Source: an optimization exercise on an open RTL-to-GDS flow (aim: small area). Production flows keep margins and buffers that such runs may drop. In this exercise RTL edits were held to simulation tests only and were not proved equivalent to the original. Power figures rest on the tool's default switching activity, not on a simulated workload.

==> flow/design.v <==
module fs_frame_decoder (
    input  wire       clk,
    input  wire       rst,
    input  wire       in_valid,
    input  wire [7:0] in_data,
    input  wire       in_abort,
    input  wire [3:0] rd_col,
    input  wire [3:0] rd_row,
    output reg        res_valid,
    output reg  [1:0] res_kind,
    output reg  [1:0] res_cause,
    output wire [7:0] mat_cols,
    output wire [7:0] mat_rows,
    output wire [3:0] rd_data
);
    localparam [1:0] K_NEEDMORE = 2'd0;
    localparam [1:0] K_READY    = 2'd1;
    localparam [1:0] K_RESYNC   = 2'd2;
    localparam [1:0] C_HEADER   = 2'd0;
    localparam [1:0] C_DEGEN    = 2'd1;
    localparam [1:0] C_ABORTED  = 2'd2;
    localparam [1:0] C_OVERSIZE = 2'd3;
    localparam [2:0] S_COLS = 3'd4;
    localparam [2:0] S_ROWS = 3'd5;
    localparam [2:0] S_BODY = 3'd6;
    reg [2:0] state;
    reg [4:0] columns;     
    reg [4:0] rows;
    reg [6:0] remain;      
    reg [4:0] mcols;
    reg [4:0] mrows;
    reg [7:0] hdr_byte;
    always @(*) begin
        case (state[1:0])
            2'd0:    hdr_byte = 8'hBA;
            2'd1:    hdr_byte = 8'h5E;
            2'd2:    hdr_byte = 8'hBA;
            default: hdr_byte = 8'h11;
        endcase
    end
    wire byte_ev = in_valid && !in_abort && !rst;
    wire       d_zero   = (in_data == 8'd0);
    wire       d_big    = (in_data > 8'd16);
    wire       c_zero   = (columns == 5'd0);
    wire       c_big    = columns[4] && (columns[3:0] != 4'd0);
    wire       dim_degen    = c_zero || d_zero;
    wire       dim_oversize = c_big || d_big;
    wire       dim_single   = (columns == 5'd1) && (in_data == 8'd1);
    wire [9:0] cells        = columns * in_data[4:0];
    wire body_last = byte_ev && (state == S_BODY) && (remain == 7'd0);
    reg [127*8-1:0] work_buf;
    reg [128*8-1:0] out_buf;
    always @(posedge clk) begin
        if (in_valid)
            work_buf <= {work_buf[126*8-1:0], in_data};
        if (body_last)
            out_buf <= {work_buf, in_data};
    end
    wire [3:0] x      = mcols[3:0] - 4'd1 - rd_col;
    wire [8:0] s      = x * mrows + rd_row;
    wire       odd    = mcols[0] & mrows[0];
    wire [7:0] p      = s[7:0] - {7'd0, odd};
    wire       in_mat = ({1'b0, rd_col} < mcols) && ({1'b0, rd_row} < mrows)
                        && !(odd && s[7:0] == 8'd0);
    assign rd_data  = in_mat ? out_buf[{p, 2'b00} +: 4] : 4'd0;
    assign mat_cols = {3'd0, mcols};
    assign mat_rows = {3'd0, mrows};
    always @(posedge clk) begin
        if (rst) begin
            state     <= 3'd0;
            res_valid <= 1'b0;
            res_kind  <= K_NEEDMORE;
            res_cause <= C_HEADER;
        end else begin
            res_valid <= in_valid || in_abort;
            res_kind  <= K_NEEDMORE;
            res_cause <= C_HEADER;
            if (in_abort) begin
                state     <= 3'd0;
                res_kind  <= K_RESYNC;
                res_cause <= C_ABORTED;
            end else if (in_valid) begin
                case (state)
                    S_COLS: begin
                        columns <= d_zero ? 5'd0 : d_big ? 5'd31 : in_data[4:0];
                        state   <= S_ROWS;
                    end
                    S_ROWS: begin
                        rows   <= in_data[4:0];
                        remain <= cells[7:1] - 7'd1;
                        state  <= S_BODY;
                        if (dim_degen) begin
                            state     <= 3'd0;
                            res_kind  <= K_RESYNC;
                            res_cause <= C_DEGEN;
                        end else if (dim_oversize) begin
                            state     <= 3'd0;
                            res_kind  <= K_RESYNC;
                            res_cause <= C_OVERSIZE;
                        end else if (dim_single) begin
                            state    <= 3'd0;
                            res_kind <= K_READY;
                            mcols    <= 5'd1;
                            mrows    <= 5'd1;
                        end
                    end
                    S_BODY: begin
                        remain <= remain - 7'd1;
                        if (remain == 7'd0) begin
                            state    <= 3'd0;
                            res_kind <= K_READY;
                            mcols    <= columns;
                            mrows    <= rows;
                        end
                    end
                    default: begin
                        if (in_data == hdr_byte) begin
                            state <= state + 3'd1;
                        end else begin
                            state     <= 3'd0;
                            res_kind  <= K_RESYNC;
                            res_cause <= C_HEADER;
                        end
                    end
                endcase
            end
        end
    end
endmodule
clock: 10.0 ns
lec_check: 0
cap_margin: 20
core_margin: 2
core_utilization: 55
cts_buf_list: sky130_fd_sc_hd__clkbuf_8
cts_cluster_diameter: 60
cts_cluster_size: 20
place_density: 0.7
setup_slack_margin: 0.1
slew_margin: 20
standard.sh (not shown) runs the stock make flow with config.mk's settings and CLKGATE_MAP_FILE= SYNTH_SCRIPT=/design/flow/synth_recipe.tcl, a recipe that flattens the netlist after the stock synthesis.
==> flow/flow/run.sh <==
#!/bin/bash
# Standard layout, with CTS run without dummy loads and the port buffers
# made of the smallest buffer cell.
set -e
export CTS_ARGS="-sink_clustering_enable -repair_clock_nets -sink_clustering_size 20 -sink_clustering_max_diameter 60 -buf_list sky130_fd_sc_hd__clkbuf_8 -dont_use_dummy_load"
export BUFFER_PORTS_ARGS="-buffer_cell sky130_fd_sc_hd__buf_1"
bash standard.sh > standard.log 2>&1
Edit:
--- a/flow/design.v
+++ b/flow/design.v
@@ -54,16 +54,18 @@
         if (in_valid)
             work_buf <= {work_buf[126*8-1:0], in_data};
         if (body_last)
             out_buf <= {work_buf, in_data};
     end
-    wire [3:0] x      = mcols[3:0] - 4'd1 - rd_col;
+    wire [4:0] xc     = mcols - 5'd1 - {1'b0, rd_col};
+    wire [4:0] yr     = mrows - 5'd1 - {1'b0, rd_row};
+    wire [3:0] x      = xc[3:0];
     wire [8:0] s      = x * mrows + rd_row;
     wire       odd    = mcols[0] & mrows[0];
     wire [7:0] p      = s[7:0] - {7'd0, odd};
-    wire       in_mat = ({1'b0, rd_col} < mcols) && ({1'b0, rd_row} < mrows)
-                        && !(odd && s[7:0] == 8'd0);
+    wire       in_mat = !xc[4] && !yr[4]
+                        && !(odd && x == 4'd0 && rd_row == 4'd0);
     assign rd_data  = in_mat ? out_buf[{p, 2'b00} +: 4] : 4'd0;
     assign mat_cols = {3'd0, mcols};
     assign mat_rows = {3'd0, mrows};
     always @(posedge clk) begin
         if (rst) begin
After rerunning: The changed run went through all stages and came out clean. Core utilization stays flat. Die area is lower slightly. Cell count is higher slightly. Design area barely changes. Hold slack is worse by 0.033 ns. Setup slack is better by 0.039 ns. Total power is higher by a few percent. Synthesized area is lower slightly. First-iteration DRC count is higher by about a fifth. Non-clock buffer count is higher by 29. Register-to-register slack is worse by 0.40 ns. Critical path depth is unchanged. Via count is higher by a few percent.

## afterwards: timing with drivers on the ports
In the flow no input, the clock included, has a driving cell. The finished layouts below were timed again as built, in two steps. Step 1 sets driving cells, clkbuf_16 on the clock port and buf_2 on the other inputs (assumed; they add their load-dependent delay and slew). Step 2 times the ports against the registers' clock, not the clock port: input delays grow and output delays shrink by t, the midpoint of the rising clock arrivals with the driver on. a / b / c = no drivers / after step 1 / after step 2; a / b = the first two.
run	t, ns	setup slack, ns	worst data-port slew with drivers (ns)
the first run	0.863	0.408 / 0.373 / 0.373	0.06
the second run	0.915	0.447 / 0.426 / 0.426	0.08
After both steps setup and hold are still met in every run listed. The setup slack of the first run, which loses most, moves by -0.035 ns with the drivers and by -0.035 ns with both steps.
